Source: an optimization exercise on an open RTL-to-GDS flow (aim: small area, a short achievable clock period and few clock cycles per item). Production flows keep margins and buffers that such runs may drop.
Only simulation tests tie the RTL to the original design; equivalence was not proved.
Power is estimated from default activity; no workload was simulated.

`flow/config.mk`:
```
export PLATFORM = sky130hd
export DESIGN_NAME = dtl_fec_tx
export DESIGN_NICKNAME = dtl_fec_tx
export VERILOG_FILES = /design/flow/design.v
export SDC_FILE = /design/flow/constraint.sdc
export NUM_CORES = 4
export LEC_CHECK = 0
export CAP_MARGIN = 20
export CORE_MARGIN = 2
export CORE_UTILIZATION = 40
export SLEW_MARGIN = 20
```
`flow/constraint.sdc`:
```
create_clock -name core_clock -period 7.0 [get_ports {clk}]
set_input_delay 1.4000 -clock core_clock [delete_from_list [all_inputs] [get_ports {clk}]]
set_output_delay 1.4000 -clock core_clock [all_outputs]
set_load 0.01 [all_outputs]
```
`flow/design.v`:
```
module dtl_fec_tx (
    input  wire        clk,
    input  wire        rst,
    input  wire        cmd_valid,
    output wire        cmd_ready,
    input  wire        cmd_op,          
    input  wire [7:0]  push_data,       
    input  wire [3:0]  push_cnt,        
    input  wire [3:0]  bld_mod,         
    input  wire [3:0]  bld_fec,         
    input  wire [7:0]  bld_flen,        
    input  wire [15:0] cfg_floor,
    input  wire [15:0] cfg_maxempty,
    output reg         pay_valid,
    output reg  [15:0] pay_data,        
    output reg         frm_valid,
    output reg  [11:0] frm_plen,
    output reg  [11:0] frm_seq,
    output reg  [3:0]  frm_fec,
    output reg  [7:0]  frm_cwid,
    output wire [13:0] frm_off,
    output wire [13:0] frm_short,
    output reg         frm_stop,
    output reg         frm_rem_pend
);
    localparam CAP = 128;
    localparam S_IDLE  = 3'd0,
               S_REM   = 3'd1,
               S_NEW   = 3'd2,
               S_CW    = 3'd3,
               S_FILL  = 3'd4,
               S_FLUSH = 3'd5,
               S_DONE  = 3'd6;
    reg [2:0] state;
    assign cmd_ready = (state == S_IDLE);
    reg [CAP-1:0] q;             
    reg [7:0]     level;
    reg           rem_pend;
    reg [9:0]     rem_bits;      
    reg [3:0]     rem_len;
    reg [3:0]     rem_off;
    reg [7:0]     rem_id;
    reg [3:0]     rem_fec;
    reg [7:0]     next_cw;
    reg [11:0]    frame_no;
    reg [15:0]    empty_cnt;
    reg [2:0]     bps;           
    reg [3:0]     fnow;          
    reg [3:0]     code;          
    reg [11:0]    cap_c;         
    reg [11:0]    out_len;       
    reg [11:0]    p_cnt;         
    reg [2:0]     bis;           
    reg           is_empty;
    reg [15:0]    maxempty;
    reg [3:0]     off_h;
    reg [3:0]     short_h;
    reg [9:0]     cw;            
    reg [3:0]     cw_len;        
    reg [3:0]     cw_pos;        
    reg [7:0]     cw_id;
    reg [15:0]    word;
    reg [3:0]     wcnt;
    assign frm_off   = {10'd0, off_h};
    assign frm_short = {10'd0, short_h};
    reg [7:0] push_bits;
    integer i;
    always @* begin
        for (i = 0; i < 8; i = i + 1)
            push_bits[i] = (i < push_cnt) ? push_data[7 - i] : 1'b0;
    end
    wire push_ok = (push_cnt >= 4'd1) && (push_cnt <= 4'd8) &&
                   ({1'b0, level} + {5'd0, push_cnt} <= CAP);
    wire [3:0] k_now = (code == 4'd1) ? 4'd4 : 4'd6;
    wire [3:0] n_now = (code == 4'd1) ? 4'd8 : 4'd10;
    wire [3:0] take  = (level < {4'd0, k_now}) ? level[3:0] : k_now;
    reg  [5:0] info;
    reg  [9:0] enc;
    always @* begin
        for (i = 0; i < 6; i = i + 1)
            info[i] = (i < take) ? q[i] : 1'b0;
        if (code == 4'd1)
            enc = {2'b00, ~info[3:0], info[3:0]};
        else
            enc = {info[0] ^ info[2] ^ info[4], info[4] ^ info[5],
                   info[2] ^ info[3], info[0] ^ info[1], info[5:0]};
    end
    wire allow_new = !rem_pend && (code == fnow);
    wire room      = (cap_c - out_len) >= {9'd0, bps};
    wire start_cw  = allow_new && room && (level != 8'd0);
    reg emit, ebit;
    always @* begin
        emit = 1'b0;
        ebit = 1'b0;
        case (state)
            S_REM:  begin emit = 1'b1; ebit = rem_bits[0]; end
            S_CW:   begin emit = 1'b1; ebit = cw[0];       end
            S_FILL: begin emit = (bis != 3'd0); ebit = 1'b0; end
            default: ;
        endcase
    end
    wire [15:0] empty_next = is_empty ? ((empty_cnt == 16'hFFFF) ? 16'hFFFF : empty_cnt + 16'd1)
                                      : 16'd0;
    always @(posedge clk) begin
        pay_valid <= 1'b0;
        frm_valid <= 1'b0;
        if (emit) begin
            if (bis == bps - 3'd1) begin
                bis   <= 3'd0;
                p_cnt <= p_cnt + 12'd1;
            end else begin
                bis <= bis + 3'd1;
            end
            out_len <= out_len + 12'd1;
            word[wcnt] <= ebit;
            if (wcnt == 4'd15) begin
                pay_valid <= 1'b1;
                pay_data  <= {ebit, word[14:0]};
                wcnt      <= 4'd0;
                word      <= 16'd0;
            end else begin
                wcnt <= wcnt + 4'd1;
            end
        end
        case (state)
            S_IDLE: begin
                if (cmd_valid) begin
                    if (!cmd_op) begin
                        if (push_ok) begin
                            q     <= q | ({{(CAP-8){1'b0}}, push_bits} << level);
                            level <= level + {4'd0, push_cnt};
                        end
                    end else begin
                        bps      <= bld_mod[2:0];
                        fnow     <= bld_fec;
                        cap_c    <= {2'b00, bld_flen, 2'b00} * {9'd0, bld_mod[2:0]};
                        out_len  <= 12'd0;
                        p_cnt    <= 12'd0;
                        bis      <= 3'd0;
                        word     <= 16'd0;
                        wcnt     <= 4'd0;
                        is_empty <= ({8'd0, level} < cfg_floor);
                        maxempty <= cfg_maxempty;
                        short_h  <= 4'd0;
                        if (rem_pend) begin
                            frm_cwid <= rem_id;
                            off_h    <= rem_off;
                            code     <= rem_fec;
                            state    <= S_REM;
                        end else begin
                            frm_cwid <= next_cw;
                            off_h    <= 4'd0;
                            code     <= bld_fec;
                            state    <= S_NEW;
                        end
                    end
                end
            end
            S_REM: begin
                rem_bits <= {1'b0, rem_bits[9:1]};
                rem_len  <= rem_len - 4'd1;
                rem_off  <= rem_off + 4'd1;
                if (rem_len == 4'd1) begin
                    rem_pend <= 1'b0;
                    state    <= S_NEW;
                end else if (out_len + 12'd1 == cap_c) begin
                    state    <= S_NEW;
                end
            end
            S_NEW: begin
                if (start_cw) begin
                    q       <= q >> take;
                    level   <= level - {4'd0, take};
                    cw      <= enc;
                    cw_len  <= n_now;
                    cw_pos  <= 4'd0;
                    cw_id   <= next_cw;
                    next_cw <= next_cw + 8'd1;
                    short_h <= k_now - take;
                    state   <= S_CW;
                end else begin
                    state   <= S_FILL;
                end
            end
            S_CW: begin
                cw     <= {1'b0, cw[9:1]};
                cw_len <= cw_len - 4'd1;
                cw_pos <= cw_pos + 4'd1;
                if (cw_len == 4'd1) begin
                    state <= S_NEW;
                end else if (out_len + 12'd1 == cap_c) begin
                    rem_pend <= 1'b1;
                    rem_bits <= {1'b0, cw[9:1]};
                    rem_len  <= cw_len - 4'd1;
                    rem_off  <= cw_pos + 4'd1;
                    rem_id   <= cw_id;
                    rem_fec  <= code;
                    state    <= S_NEW;
                end
            end
            S_FILL: begin
                if (bis == 3'd0 || bis == bps - 3'd1)
                    state <= S_FLUSH;
            end
            S_FLUSH: begin
                if (wcnt != 4'd0) begin
                    pay_valid <= 1'b1;
                    pay_data  <= word;
                    wcnt      <= 4'd0;
                    word      <= 16'd0;
                end
                state <= S_DONE;
            end
            S_DONE: begin
                frm_valid    <= 1'b1;
                frm_plen     <= p_cnt;
                frm_seq      <= frame_no;
                frm_fec      <= code;
                frm_stop     <= (maxempty != 16'hFFFF) && (empty_next > maxempty);
                frm_rem_pend <= rem_pend;
                frame_no     <= frame_no + 12'd1;
                empty_cnt    <= empty_next;
                state        <= S_IDLE;
            end
            default: state <= S_IDLE;
        endcase
        if (rst) begin
            state     <= S_IDLE;
            pay_valid <= 1'b0;
            frm_valid <= 1'b0;
            q         <= {CAP{1'b0}};
            level     <= 8'd0;
            rem_pend  <= 1'b0;
            next_cw   <= 8'd0;
            frame_no  <= 12'd0;
            empty_cnt <= 16'd0;
        end
    end
endmodule
```
`flow/run.sh`:
```
#!/bin/bash
# synth_recipe.tcl (not shown) runs the flow's synth.tcl, then flattens the netlist and writes it again
# the make line also repeats each setting of config.mk as NAME=value (left out here)
make -C /OpenROAD-flow-scripts/flow DESIGN_CONFIG=/design/flow/config.mk WORK_HOME=/design/flow/orfs CLKGATE_MAP_FILE= SYNTH_SCRIPT=/design/flow/synth_recipe.tcl finish
```
==> run summary <==
- The detailed placement HPWL is 49200 microns.
- The library cell used most frequently in the layout, excluding fill and tap cells, is sky130_fd_sc_hd__nand2_1.
- Max-cap violations in this run came to 0.
- At the end of the flow the core is filled with cells to 0.460.
- The part of the cycle the worst path needs is 0.682.
- The most frequently used flop master after synthesis is sky130_fd_sc_hd__dfxtp_1.
- The total cell area at the placement stage is 25800 sq um.
- For this configuration, the core starts out at a cell density of 0.406.
- The synthesized design spends more area on one cell type than any other, namely sky130_fd_sc_hd__dfxtp_1.
- The via count of the first global-routing pass is 20800.
- The initial DRC count is 1717.
- From synthesis to final layout, the design area changed by 13.3%.
- The first global-routing pass estimated 115000 microns of wire.
- The largest net degree at the start of global routing is 92.
- The synthesized flop and latch total is 380.
- The CTS sink count is 380.
- The fraction of power spent switching nets is 0.326.
- Of the synthesized area, sequential elements account for 0.374.
- The maximum clock frequency is 210 MHz.
- The chip height is 249 microns.
- The internal portion of the total power is 4270 uW.
- The proportion of power drawn by flip-flops and latches is 0.385.
- The netlist uses 81 different library cells.
- Dividing total power by cell area gives a power density of 232 nW/um^2.
- Of the post-synthesis cell area, the dominant cell type holds 0.201.
- Setup violations remaining at the end of the flow were counted as 0.
- The congestion estimate from routability-driven global placement came to 0.908.
- The area of all placed cells without fillers is 27200 sq um.
- The async set-or-reset flop fraction in the synthesized netlist is 0.
- At the pin with the least slew margin, the transition time is 1180 ps.
- The routed wire length per instance is 20.8 microns.
- Counting the fill cells in the layout gives 5662.
- Synthesis produced a netlist whose cell count is 2716.
- The final count of hold timing violations was 0.
- Clock tree synthesis inserted a total of 45 buffers.
- The number of setup buffers added after CTS is 0.
- The largest individual stage delay along the critical path comes from the cell sky130_fd_sc_hd__clkdlybuf4s50_1.
- The average cell area after synthesis is 8.85 sq um.
- The part of the total power dissipated in the clock network is 0.370.
- In this design, the stage delay of the slowest critical-path cell is 630 ps.
- Leaving out fill and tap cells, the most frequent cells in the layout are sky130_fd_sc_hd__nand2_1, sky130_fd_sc_hd__mux2i_1, sky130_fd_sc_hd__dfxtp_1.
- The share of layout cells above drive strength 1 is 0.0629.
- The count of TritonRoute iterations in the first routing pass is 5.
- The core area is 59200 sq um.
- The floorplan has 89 rows.
- The max-slew violation count was 0.
- The sum of negative setup slack is 0 ps.
- For this design, the CTS-stage hold fixing added 0 buffers.
- Setup repair after global routing left no endpoint under its margin.
- Along the worst path, the maximum fanout reaches 38.
- The run finished with no timing, DRC or antenna violations.
- The peak ir drop on the vdd network is 0.225 mV.
- The power share of the combinational group is 0.245.
- The synthesized design contains 139 enable-type register cells.
- Post-CTS repair changed the size of 0 cells.
- The arrival time at the worst endpoint is 5260 ps.
- Clock tree synthesis selected as its root buffer the cell sky130_fd_sc_hd__clkbuf_16.
- Summed over all layers, the routed wires come to 73700 microns.
- The signal on the critical path passes through clkdlybuf4s50_1 -> ha_1 -> inv_1 -> fa_1 -> nand2b_1 -> a21oi_1 -> nand3_1 -> a211oi_1 -> o21a_2 -> a21o_1 -> buf_4 -> o21ai_0 -> a221oi_1.
- The critical path is of the in -> reg type.
- The final layout contains 2898 nets.
- STA classifies the critical path endpoint as a flop.
- In the global route stage, overall resource usage came out at 0.229.
- After synthesis, the cell types taking the most area are sky130_fd_sc_hd__dfxtp_1, sky130_fd_sc_hd__edfxtp_1, sky130_fd_sc_hd__mux2i_1.
- The worst slew margin relative to its limit is 0.214.
- For this run, the number of Yosys warnings is 1.
- The number of nets with antenna violations after routing is 0.
- The number of buffers on the longest clock path is 3.
- The clock edge transition at the registers on the reported setup and hold paths is 60 ps.
- The die area is 62100 sq um.
- The clock tree from TritonCTS is yes.
- The nature of the critical path startpoint is a primary input.
- The leftover overflow at the end of global routing is 0.
- The count of buffers added on input and output ports is 127.
- In the routed layout, each cell is associated on average with a via count of 5.97.
- After detailed routing, the number of remaining DRC violations is 0.
- For the worst setup path, the data required time is 7490 ps.
- The mapped netlist covers 24000 sq um.
- The H-tree was split into 2 levels.
- The smallest clock period supported by the final layout is computed as 4770 ps.
- The number of inserted diodes is 0.
- For this design the static power due to leakage is 0.0104 uW.
- The clock arrives with 14.2 ps of skew.
- Summed over all nets, the switching power comes to 2060 uW.
- Pin placement for this block handled 149 I/O pins.
- The path class of the tightest hold or removal check is reg -> reg.
- The total via count after detailed routing is 21200.
- The initial antenna violation count is 1.
- The post-layout total power is 6330 uW.
- The clock latency reported for the late side of the worst-skew pair is 590 ps.
- The die is 249 microns wide.
-- per-stage QoR --
stage,std cells,worst slack [ps],hold WS [ps]
2_1_floorplan,2735,3000,400
3_3_place_gp,3470,1770,402
3_5_place_dp,3470,1750,405
4_1_cts,3553,2340,418
5_1_grt,3553,1970,422
6_report,3553,2230,414
-- Yosys cell counts (71+ instances only) --
library cell / instances
sky130_fd_sc_hd__clkbuf_1: 128
sky130_fd_sc_hd__a211oi_1: 134
sky130_fd_sc_hd__nor3_1: 105
sky130_fd_sc_hd__inv_1: 89
sky130_fd_sc_hd__dfxtp_1: 241
sky130_fd_sc_hd__o21ai_0: 98
sky130_fd_sc_hd__ha_1: 80
sky130_fd_sc_hd__a21oi_1: 145
sky130_fd_sc_hd__edfxtp_1: 139
sky130_fd_sc_hd__mux2i_1: 301
sky130_fd_sc_hd__nand2_1: 342
sky130_fd_sc_hd__and3_1: 71
sky130_fd_sc_hd__nor2_1: 157
-- power groups by stage --
stage               Sequential (uW)  Clock (uW)  Combinational [uW]
finish                         2430        2340                1550
detailed placement             2480           0                1510
CTS                            2430        2400                1520
global route                   2440        2480                1650
global placement               2480           0                1490
floorplan                      2460           0                1110
-- critical path: cells and delay by family --
family / cells / cell delay, ps
AO/OA/AOI/OAI: 6 / 1770
adder cells (fa/ha/maj): 2 / 600
buffers and inverters: 3 / 1180
AND/OR/NAND/NOR: 2 / 280
-- final timing paths --
path	startpoint	end	slack, ps	depth (start not counted)
worst max-delay path	push_cnt[0]	q[70]$_SDFFE_PP0P_	2230	13
worst max register to register	level[4]$_SDFFE_PP0P_	level[7]$_SDFFE_PP0P_	2380	16
worst min register to register	cw_id[0]$_DFFE_PP_	rem_id[0]$_DFFE_PP_	410	0
worst min-delay path	cw_id[0]$_DFFE_PP_	rem_id[0]$_DFFE_PP_	410	0
-- sequential cells by signal (all words and copies together) (netlist names), 8 cells and up --
register   flops
frm_plen      12
q            128
frm_seq       12
pay_data      16
word          16
cw            10
level          8
rem_id         8
maxempty      16
frame_no      12
frm_cwid       8
out_len       12
empty_cnt     16
cap_c         10
cw_id          8
p_cnt         12
rem_bits       9
next_cw        8
-- layout make-up --
class | instances | area (sq um) | area share
clock buffer | 68 | 1290 | 0.0473
timing repair buffer | 163 | 1540 | 0.0566
inverter | 94 | 363 | 0.0133
multi-input combinational | 2060 | 13900 | 0.511
tap | 773 | 967 | 0.0355
clock inverter | 15 | 171 | 0.00629
sequential | 380 | 9000 | 0.330
-- metal layers --
layer	up-vias	share of wire	track usage
li1	9995	-	-
met1	10200	0.44	0.297
met2	826	0.45	0.366
met3	194	0.072	0.0463
met4	0	0.045	0.108
met5	-	0	0
-- cells by family (layout without fill, tap and decap cells) --
family | after synthesis | count (layout) | synth area share
flip-flops | 380 | 380 | 0.374
XOR/XNOR | 84 | 84 | 0.0306
AO/OA/AOI/OAI | 592 | 592 | 0.164
multiplexers | 332 | 332 | 0.140
AND/OR/NAND/NOR | 942 | 942 | 0.188
other | 1 | 20 | 0.000156
buffers and inverters | 295 | 340 | 0.0533
adder cells (fa/ha/maj) | 90 | 90 | 0.0500
Testbench counts, summed over its fixed seeds: cycles 21,517, frames 618.

[static timing again, ports no longer ideal]
The flow's constraints put no driver on any port. The routed layout listed below was extracted and timed again, unchanged, in two steps.
Step 1 (the two cells are an assumption about what drives the block):
set clk [get_ports {clk}]
set_driving_cell -lib_cell sky130_fd_sc_hd__clkbuf_16 $clk
set_driving_cell -lib_cell sky130_fd_sc_hd__buf_2 [delete_from_list [all_inputs] $clk]
Step 2 times the ports against the registers' clock, not the clock port: input delays grow and output delays shrink by t, the midpoint of the rising clock arrivals with the driver on.
Slacks: ideal ports / drivers / drivers and shift; pairs: ideal ports / drivers.
t, ns: 0.642
setup WS [ns]: 2.228 / 2.237 / 1.595
worst data-port slew with drivers (ns): 0.07
pins driven straight from the clock port: 1
After both steps setup and hold are still met in this run. For this run, drivers alone change the setup slack by +0.009 ns; drivers and shift together by -0.633 ns.
